From an optimization exercise on the open Yosys and OpenROAD flow, aimed at small area, a short achievable clock period and few clock cycles; shortcuts taken in it are not production practice.
RTL that was checked went through simulation tests only; none was proved equivalent to the original.

== main ==
// gefd
module gefd (
    input  wire        clk,
    input  wire        rst,
    input  wire        in_valid,
    input  wire [2:0]  in_kind,
    input  wire [3:0]  in_addr,
    input  wire [32:0] in_data,
    output wire        in_ready,
    output reg         tx_valid,
    output wire [7:0]  tx_data,
    output reg         err_valid,
    output reg  [2:0]  err_code,
    output reg  [15:0] err_info,
    output reg         cell_valid,
    output reg  [31:0] cell_data,
    output reg         frame_valid,
    output reg         frame_occ,
    output reg         frame_mot,
    output reg  [31:0] frame_cnt,
    output reg  [15:0] frame_n,
    output reg         trig_valid,
    output reg  [31:0] trig_cnt
);
==> flow/config.mk <==
export PLATFORM = sky130hd
export DESIGN_NAME = gefd
export DESIGN_NICKNAME = gefd
export VERILOG_FILES = /design/flow/design.v
export SDC_FILE = /design/flow/constraint.sdc
export NUM_CORES = 8
export LEC_CHECK = 0
export CAP_MARGIN = 20
export CORE_MARGIN = 2
export CORE_UTILIZATION = 60
export CTS_BUF_LIST = sky130_fd_sc_hd__clkbuf_16
export CTS_CLUSTER_DIAMETER = 100
export CTS_CLUSTER_SIZE = 24
export SLEW_MARGIN = 20
==> flow/constraint.sdc <==
create_clock -name core_clock -period 18.0 [get_ports {clk}]
set_input_delay 3.6000 -clock core_clock [delete_from_list [all_inputs] [get_ports {clk}]]
set_output_delay 3.6000 -clock core_clock [all_outputs]
set_load 0.01 [all_outputs]
standard.sh (not shown) runs the stock make flow with config.mk's settings and CLKGATE_MAP_FILE= SYNTH_SCRIPT=/design/flow/synth_recipe.tcl, a recipe that flattens the netlist after the stock synthesis.
==> flow/flow/run.sh <==
#!/bin/bash
# The standard layout (standard.sh, every ORFS step unchanged) with two changes:
#  - the port buffers that placement inserts are sky130_fd_sc_hd__buf_4 cells
#    (BUFFER_PORTS_ARGS) instead of the default choice;
#  - after the placement resizing step, the flip-flops that drive output-port buffers are
#    swapped to the strongest drive of their cell (flow/upsize_out.tcl); the standard
#    detailed placement that follows legalizes them.
# Each tool's full output goes to a log file here; ORFS keeps per-step logs in orfs/logs/.
set -euo pipefail
export BUFFER_PORTS_ARGS="-buffer_cell sky130_fd_sc_hd__buf_4"
RES="$PWD/orfs/results/${FLOW_PLATFORM}/gefd/base"
bash standard.sh "$RES/3_4_place_resized.odb" > flow_make_place.log 2>&1
UPSZ_ODB="$RES/3_4_place_resized.odb" openroad -no_init -exit flow/upsize_out.tcl > upsize_out.log 2>&1
bash standard.sh > flow_make.log 2>&1
==> flow/flow/upsize_out.tcl <==
# Upsize the flip-flops that drive the output ports' buffers to the strongest drive of the
# same cell (sky130_fd_sc_hd__dfxtp_1/2 -> dfxtp_4); detailed placement legalizes them next.
set odb_file $::env(UPSZ_ODB)
read_db $odb_file
set db [ord::get_db]
set block [ord::get_db_block]
set strong [$db findMaster sky130_fd_sc_hd__dfxtp_4]
set n 0
foreach bterm [$block getBTerms] {
  if {[$bterm getIoType] ne "OUTPUT"} { continue }
  set net [$bterm getNet]
  if {$net eq "NULL"} { continue }
  set buf ""
  foreach it [$net getITerms] { if {[$it isOutputSignal]} { set buf [$it getInst] } }
  if {$buf eq ""} { continue }
  foreach it [$buf getITerms] {
    if {![$it isInputSignal]} { continue }
    set n2 [$it getNet]
    if {$n2 eq "NULL"} { continue }
    foreach jt [$n2 getITerms] {
      if {![$jt isOutputSignal]} { continue }
      set ff [$jt getInst]
      set m [[$ff getMaster] getName]
      if {$m eq "sky130_fd_sc_hd__dfxtp_1" || $m eq "sky130_fd_sc_hd__dfxtp_2"} {
        $ff swapMaster $strong
        incr n
      }
    }
  }
}
puts "upsized $n output flip-flops"
write_db $odb_file
Testbench counts of main, summed over its fixed seeds: cycles 57,975.
Input-level comparison between the feature branch and main:
diff --git a/flow/design.v b/flow/design.v
--- a/flow/design.v
+++ b/flow/design.v
@@ -184,46 +184,39 @@
     sq_a u_sqa (.y(ya), .s(sa), .ps(a_clr ? 76'd0 : as_), .pc(a_clr ? 76'd0 : ac_),
                 .ns(a_ns), .nc(a_nc));
     sq_d u_sqd (.y(yd), .s(sd), .ps(d_clr ? 76'd0 : ds_), .pc(d_clr ? 76'd0 : dc_),
                 .ns(d_ns), .nc(d_nc));
     reg         w_sela, w_cin;
     reg  [1:0]  w_x3;       
     reg  [1:0]  w_r;        
     reg  [1:0]  q_w;        
     reg  [1:0]  w2_r;       
     reg         w2_wba, w2_wbd;
-    reg  [37:0] w_l;        
-    reg         w_lc;       
-    reg  [37:0] w_sh, w_ch;
+    reg  [75:0] w_s, w_c;   
     reg  [75:0] w_x3v;
     always @(*) begin
         case (w_x3)
         2'd1:    w_x3v = racc;
         2'd2:    w_x3v = sm_p;
         2'd3:    w_x3v = {sm_p[69:0], 6'd0};
         default: w_x3v = 76'd0;
         endcase
     end
     wire [75:0] w_x1 = w_sela ? as_ : ds_;
     wire [75:0] w_x2 = w_sela ? ac_ : dc_;
     wire [75:0] w_fs = w_x1 ^ w_x2 ^ w_x3v;
     wire [75:0] w_fc = (w_x1 & w_x2) | (w_x1 & w_x3v) | (w_x2 & w_x3v);
-    wire [75:0] w_cr = {w_fc[74:0], w_cin};
-    wire [38:0] w_lo = {1'b0, w_fs[37:0]} + {1'b0, w_cr[37:0]};
     always @(posedge clk) begin
-        w_l  <= w_lo[37:0];
-        w_lc <= w_lo[38];
-        w_sh <= w_fs[75:38];
-        w_ch <= w_cr[75:38];
+        w_s <= w_fs;
+        w_c <= {w_fc[74:0], w_cin};
     end
-    wire [37:0] w_hi  = w_sh + w_ch + {37'd0, w_lc};
-    wire [75:0] w_out = {w_hi, w_l};
+    wire [75:0] w_out = w_s + w_c;
     always @(posedge clk) begin
         as_ <= w2_wba ? w_out : a_ns;
         ac_ <= w2_wba ? 76'd0 : a_nc;
         ds_ <= w2_wbd ? w_out : d_ns;
         dc_ <= w2_wbd ? 76'd0 : d_nc;
         if (w2_r == 2'd1) racc <= w_out;
         else if (w2_r == 2'd2) racc <= ~w_out;
     end
     reg [15:0] ne_e;
     always @(*) begin
==> comparison <==
- Side by side, final period utilization turned out lower in the feature branch than in main.
- The feature branch vs main, depth of the worst register-to-register path went down by 3.
- Going from main to the feature branch, pin slew with the least headroom to its limit now larger; flip-flop and latch count went up by 37; final worst setup slack saw an increase.
Function not checked in the feature branch: the RTL went through the layout flow alone.

[re-timing with driven ports]
Ports are ideal in the flow. The routed layouts listed here were re-timed in OpenROAD. Step 1 (the two cells are an assumption about what drives the block):
set clk [get_ports {clk}]
set_driving_cell -lib_cell sky130_fd_sc_hd__clkbuf_16 $clk
set_driving_cell -lib_cell sky130_fd_sc_hd__buf_2 [delete_from_list [all_inputs] $clk]
Step 2 moves the port delays by t, midway between the first and last clock arrival at a register: inputs arrive t later, outputs are due t later. That takes back most of the time a late clock gives input paths. Slacks: ideal ports / drivers / drivers and shift; pairs: ideal ports / drivers.
run | shift t [ns] | slack for setup (ns) | worst setup path after step 2 | worst register clock-pin slew, ns
main | 1.052 | 12.033 / 12.033 / 12.033 | register to register | 0.11 / 0.11
the feature branch | 1.056 | 12.849 / 12.784 / 12.327 | input to register | 0.11 / 0.11
After both steps every run listed still meets setup and hold. The setup slack of the feature branch, which loses most, moves by -0.065 ns with the drivers and by -0.522 ns with both steps.
